This is an optimization exercise on Yosys and OpenROAD, whose aim is small area, a short achievable clock period and few clock cycles per item, not a production implementation.
The RTL was checked by simulation tests, not by an equivalence proof against the original design.
Power is estimated from default activity; no workload was simulated.

## before
==> flow/design.v <==
module mdb_decode (
    input  wire        clk,
    input  wire        rst,             
    input  wire        start,           
    input  wire [7:0]  count,           
    input  wire        start_level,     
    output wire        ready,
    input  wire        pulse_valid,
    input  wire [15:0] pulse_dur,       
    output wire        pulse_ready,
    output reg         done,
    output reg  [3:0]  result,
    output reg  [7:0]  bitlen,
    output reg         found,
    output reg  [7:0]  start_idx,
    output reg  [3:0]  bytelen,
    output reg  [79:0] bytes,           
    output wire        csum_ok,
    output wire [71:0] frame,           
    output wire        frame_valid,
    output reg  [7:0]  stat_maxtimings,
    output reg  [11:0] stat_preamble,
    output reg  [11:0] stat_csumok,
    output reg  [11:0] stat_csumfail,
    output reg         ovf_bit,
    output reg         ovf_byte
);
    localparam [7:0]  BIT_CAP  = 8'd200;
    localparam [11:0] CNT_MAX  = 12'hFFF;
    reg        idle;           
    reg        ing;            
    reg  [7:0] pulses_left;
    reg        acc1;           
    reg        fin1;           
    reg        fin2;           
    reg        s1, l1;         
    reg        lv;             
    wire       level = ~lv;    
    assign ready       = idle;
    assign pulse_ready = ing;
    wire accept = start & idle;
    wire take   = pulse_valid & ing;
    wire is_long  = (pulse_dur >= 16'd80);
    wire is_short = (pulse_dur >= 16'd20) & ~is_long;
    reg        ovf;            
    reg        yovf;           
    reg  [3:0] st;
    wire [3:0] m      = st;
    wire       p      = st[3];
    wire [2:0] bitcnt = st[2:0];
    reg        pend;           
    reg  [6:0] acc;            
    reg  [7:0] xacc;           
    wire       csum;           
    function [4:0] kstep;      
        input [3:0] cm;
        input       b;
        begin
            case ({cm, b})
                5'b0000_0: kstep = 5'd0;   5'b0000_1: kstep = 5'd1;
                5'b0001_0: kstep = 5'd2;   5'b0001_1: kstep = 5'd1;
                5'b0010_0: kstep = 5'd0;   5'b0010_1: kstep = 5'd3;
                5'b0011_0: kstep = 5'd4;   5'b0011_1: kstep = 5'd1;
                5'b0100_0: kstep = 5'd0;   5'b0100_1: kstep = 5'd5;
                5'b0101_0: kstep = 5'd6;   5'b0101_1: kstep = 5'd1;
                5'b0110_0: kstep = 5'd0;   5'b0110_1: kstep = 5'd7;
                5'b0111_0: kstep = 5'd8;   5'b0111_1: kstep = 5'd1;
                5'b1000_0: kstep = 5'd0;   5'b1000_1: kstep = 5'd9;
                5'b1001_0: kstep = 5'd10;  5'b1001_1: kstep = 5'd1;
                5'b1010_0: kstep = 5'd0;   5'b1010_1: kstep = 5'd11;
                5'b1011_0: kstep = 5'd12;  5'b1011_1: kstep = 5'd1;
                5'b1100_0: kstep = 5'd0;   5'b1100_1: kstep = 5'd13;
                5'b1101_0: kstep = 5'd14;  5'b1101_1: kstep = 5'd1;
                5'b1110_0: kstep = 5'd15;  5'b1110_1: kstep = 5'd13;
                5'b1111_0: kstep = 5'd0;   default:   kstep = 5'b10000;
            endcase
        end
    endfunction
    wire clr   = acc1;
    wire act   = ~ovf;             
    wire hi    = bitlen[7] & bitlen[6];            
    wire full  = hi & bitlen[3];                   
    wire at199 = hi & bitlen[2] & bitlen[1] & bitlen[0];
    wire b1    = act & (s1 | l1) & ~full;
    wire b2    = act & l1 & ~full & ~at199;
    wire ovf_now = act & (((s1 | l1) & full) | (l1 & at199));
    wire [7:0] bitlen_n = bitlen + {6'd0, b2, b1 & ~b2};
    wire [4:0] ka = kstep(m, level);
    wire [4:0] kb = kstep(ka[3:0], level);
    wire       found_now = b1 & ~found & ka[4];
    wire [3:0] m_n = (~b1 | found) ? m : (b2 & ~ka[4]) ? kb[3:0] : ka[3:0];
    wire dec_on = found & ~yovf;
    wire d1 = b1 & dec_on;
    wire d2 = b2 & (dec_on | found_now);
    wire eS    = dec_on & p;               
    wire eL    = dec_on;                   
    wire bc7   = (bitcnt == 3'd7);
    wire bl10  = bytelen[3] & bytelen[1];  
    wire bl8   = bytelen[3] & ~bytelen[1] & ~bytelen[0];
    wire ble8  = ~bytelen[3] | (~bytelen[1] & ~bytelen[0]);
    wire e     = (s1 & eS) | (l1 & eL);
    wire gdone = (s1 & eS & bc7) | (l1 & eL & bc7);
    wire ev = ~(p & pend) | level;
    wire p_n = d1 ? (d2 ? p : ~p) : (d2 | p);
    wire yovf_now = gdone & bl10;
    wire wbyte = gdone & ~bl10;
    wire xupd = e & ble8;
    wire [7:0] xacc_n = xupd ? {xacc[6:0], xacc[7] ^ ev} : xacc;
    wire [7:0] nbyte = {acc, ev};
    wire       bclr    = clr | (fin2 & ovf);
    wire [7:0] nbyte_w = {acc, ev} & {8{~bclr}};
    wire [7:0] sidx_w  = (bitlen + 8'd1) & {8{~bclr}};
    wire [3:0] blen_w  = (bytelen + 4'd1) & {4{~bclr}};
    wire fin     = fin2;
    wire fin_out = fin2;
    wire ovf_f   = ovf;
    wire found_f = found;
    wire yovf_f  = yovf;
    wire bl9p    = bytelen[3] & (bytelen[1] | bytelen[0]);    
    wire csum_f  = found & ~yovf & bl9p & (xacc == 8'd0);
    wire fail_f  = found & ~yovf & ~csum_f;
    assign csum_ok     = csum;
    assign frame_valid = csum;
    mdb_fgate #(.W(18)) fg0 (.clk(clk), .clr(clr), .fin(fin), .csum_f(csum_f),
                             .d(bytes[25:8]),  .q(frame[17:0]), .v(csum));
    mdb_fgate #(.W(18)) fg1 (.clk(clk), .clr(clr), .fin(fin), .csum_f(csum_f),
                             .d(bytes[43:26]), .q(frame[35:18]), .v());
    mdb_fgate #(.W(18)) fg2 (.clk(clk), .clr(clr), .fin(fin), .csum_f(csum_f),
                             .d(bytes[61:44]), .q(frame[53:36]), .v());
    mdb_fgate #(.W(18)) fg3 (.clk(clk), .clr(clr), .fin(fin), .csum_f(csum_f),
                             .d(bytes[79:62]), .q(frame[71:54]), .v());
    integer j;
    always @(posedge clk) begin
        for (j = 0; j < 10; j = j + 1)
            if (bclr | (wbyte & (bytelen == j)))
                bytes[79 - 8 * j -: 8] <= nbyte_w;
        if (bclr | found_now)
            start_idx <= sidx_w;
        if (bclr | wbyte)
            bytelen <= blen_w;
        if (clr) begin
            bitlen <= 8'd0;
            st     <= 4'd0;
            xacc   <= 8'd0;
        end else begin
            bitlen <= bitlen_n;
            if (found)
                st <= {p_n, e ? bitcnt + 3'd1 : bitcnt};
            else if (found_now)
                st <= {b2, 3'd0};
            else
                st <= m_n;
            xacc   <= xacc_n;
        end
        if (d1 | d2)
            pend <= level;
        if (e)
            acc <= {acc[5:0], ev};
        if (accept) begin
            lv          <= start_level;
            pulses_left <= count;
        end else if (take) begin
            lv          <= ~lv;
            pulses_left <= pulses_left - 8'd1;
        end
        s1 <= is_short & take;
        l1 <= is_long & take;
        if (fin)
            result <= {1'b0, found & yovf, ovf | fail_f, ~found};
        if (rst) begin
            idle            <= 1'b1;
            ing             <= 1'b0;
            acc1            <= 1'b0;
            fin2            <= 1'b0;
            fin1            <= 1'b0;
            done            <= 1'b0;
            found           <= 1'b0;
            ovf             <= 1'b0;
            yovf            <= 1'b0;
            stat_maxtimings <= 8'd0;
            stat_preamble   <= 12'd0;
            stat_csumok     <= 12'd0;
            stat_csumfail   <= 12'd0;
            ovf_bit         <= 1'b0;
            ovf_byte        <= 1'b0;
        end else begin
            acc1  <= accept;
            fin1  <= (take & (pulses_left == 8'd1)) | (acc1 & ~ing);
            fin2  <= fin1;
            done  <= fin_out;
            if (accept) begin
                idle <= 1'b0;
                ing  <= (count != 8'd0);
            end
            if (take & (pulses_left == 8'd1))
                ing <= 1'b0;
            if (fin_out)
                idle <= 1'b1;
            if (clr) begin
                found <= 1'b0;
                ovf   <= 1'b0;
                yovf  <= 1'b0;
                if (pulses_left > stat_maxtimings)
                    stat_maxtimings <= pulses_left;
            end else begin
                if (ovf_now) begin
                    ovf   <= 1'b1;
                    found <= 1'b0;
                end else if (found_now)
                    found <= 1'b1;
                if (yovf_now)
                    yovf <= 1'b1;
            end
            if (fin) begin
                if (found_f && stat_preamble != CNT_MAX)
                    stat_preamble <= stat_preamble + 12'd1;
                if (csum_f && stat_csumok != CNT_MAX)
                    stat_csumok <= stat_csumok + 12'd1;
                if (fail_f && stat_csumfail != CNT_MAX)
                    stat_csumfail <= stat_csumfail + 12'd1;
                if (ovf_f)
                    ovf_bit <= 1'b1;
                if (found_f & yovf_f)
                    ovf_byte <= 1'b1;
            end
        end
    end
endmodule
module mdb_fgate #(parameter W = 18) (
    input  wire         clk,
    input  wire         clr,
    input  wire         fin,
    input  wire         csum_f,
    input  wire [W-1:0] d,
    output wire [W-1:0] q,
    output reg          v
);
    always @(posedge clk) begin
        if (clr)
            v <= 1'b0;
        else if (fin)
            v <= csum_f;
    end
    assign q = d & {W{v}};
endmodule
Settings: LEC_CHECK=0, CAP_MARGIN=20, CORE_MARGIN=2, CORE_UTILIZATION=55, SETUP_SLACK_MARGIN=3.5, SLEW_MARGIN=20, SYNTH_HIERARCHICAL=1, SYNTH_MINIMUM_KEEP_SIZE=0; clock period 6.0 ns.
standard.sh (not shown) runs the stock make flow with config.mk's settings and CLKGATE_MAP_FILE= SYNTH_SCRIPT=/design/flow/synth_recipe.tcl, a recipe that flattens the netlist after the stock synthesis.
==> flow/flow/run.sh <==
#!/bin/bash
set -uo pipefail
export BUFFER_PORTS_ARGS="-buffer_cell sky130_fd_sc_hd__buf_1"
bash standard.sh finish > standard_flow.log 2>&1
Testbench counts of before, summed over its fixed seeds: cycles 214,312, items 1,600.
Here is what was changed in the inputs of after compared with before.
--- a/flow/design.v
+++ b/flow/design.v
@@ -32,7 +32,6 @@
     reg  [7:0] pulses_left;
     reg        acc1;           
     reg        fin1;           
-    reg        fin2;           
     reg        s1, l1;         
     reg        lv;             
     wire       level = ~lv;    
@@ -107,10 +106,12 @@
     wire xupd = e & ble8;
     wire [7:0] xacc_n = xupd ? {xacc[6:0], xacc[7] ^ ev} : xacc;
     wire [7:0] nbyte = {acc, ev};
-    wire       bclr    = clr | (fin2 & ovf);
+    reg        ovf_d;
+    wire       bclr    = clr | ovf_d;
     wire [7:0] nbyte_w = {acc, ev} & {8{~bclr}};
     wire [7:0] sidx_w  = (bitlen + 8'd1) & {8{~bclr}};
     wire [3:0] blen_w  = (bytelen + 4'd1) & {4{~bclr}};
+    reg  fin2;
     wire fin     = fin2;
     wire fin_out = fin2;
     wire ovf_f   = ovf;
@@ -152,6 +153,7 @@
                 st <= m_n;
             xacc   <= xacc_n;
         end
+        ovf_d <= ovf_now;
         if (d1 | d2)
             pend <= level;
         if (e)
after closes out successfully: all stages finished, all timing, DRC and antenna checks passed. Going from before to after, average size of a mapped cell -0.20 um^2; time the worst path needs with I/O delays and setup -0.025 ns; amount of wire on met2 after detailed routing -380 um; flip-flop and latch count after synthesis +about 0.5%. Of after and before, the run reporting the higher portion of the clock cycle consumed by the worst path in the final layout was before. after ended up with a lower fraction of power consumed by sequential logic than before did. after ended with more clock distribution area overhead in the final layout than before. Diff before -> after | number of standard cells in the layout, taps in and fillers out | decrease of 5.
Testbench counts of after, summed over its fixed seeds: cycles 214,312, items 1,600.

re-timing with driven ports:
Ports are ideal in the flow. The routed layouts listed here were re-timed in OpenROAD. Step 1: set_driving_cell puts a clkbuf_16 on clk and a buf_2 on each other input, an assumption about the parent block. Step 2 moves the port delays by t, midway between the first and last clock arrival at a register: inputs arrive t later, outputs are due t later. That takes back most of the time a late clock gives input paths. Three values: ideal ports, drivers, drivers and shift; two values: the first two.
run | t, ns | setup WS [ns] | worst setup path after step 2 | worst register clock-pin slew, ns
before | 0.465 | 3.571 / 3.530 / 3.639 | register to register | 0.07 / 0.07
after | 0.458 | 3.596 / 3.555 / 3.640 | register to register | 0.07 / 0.07
After both steps setup and hold are still met in every run listed.
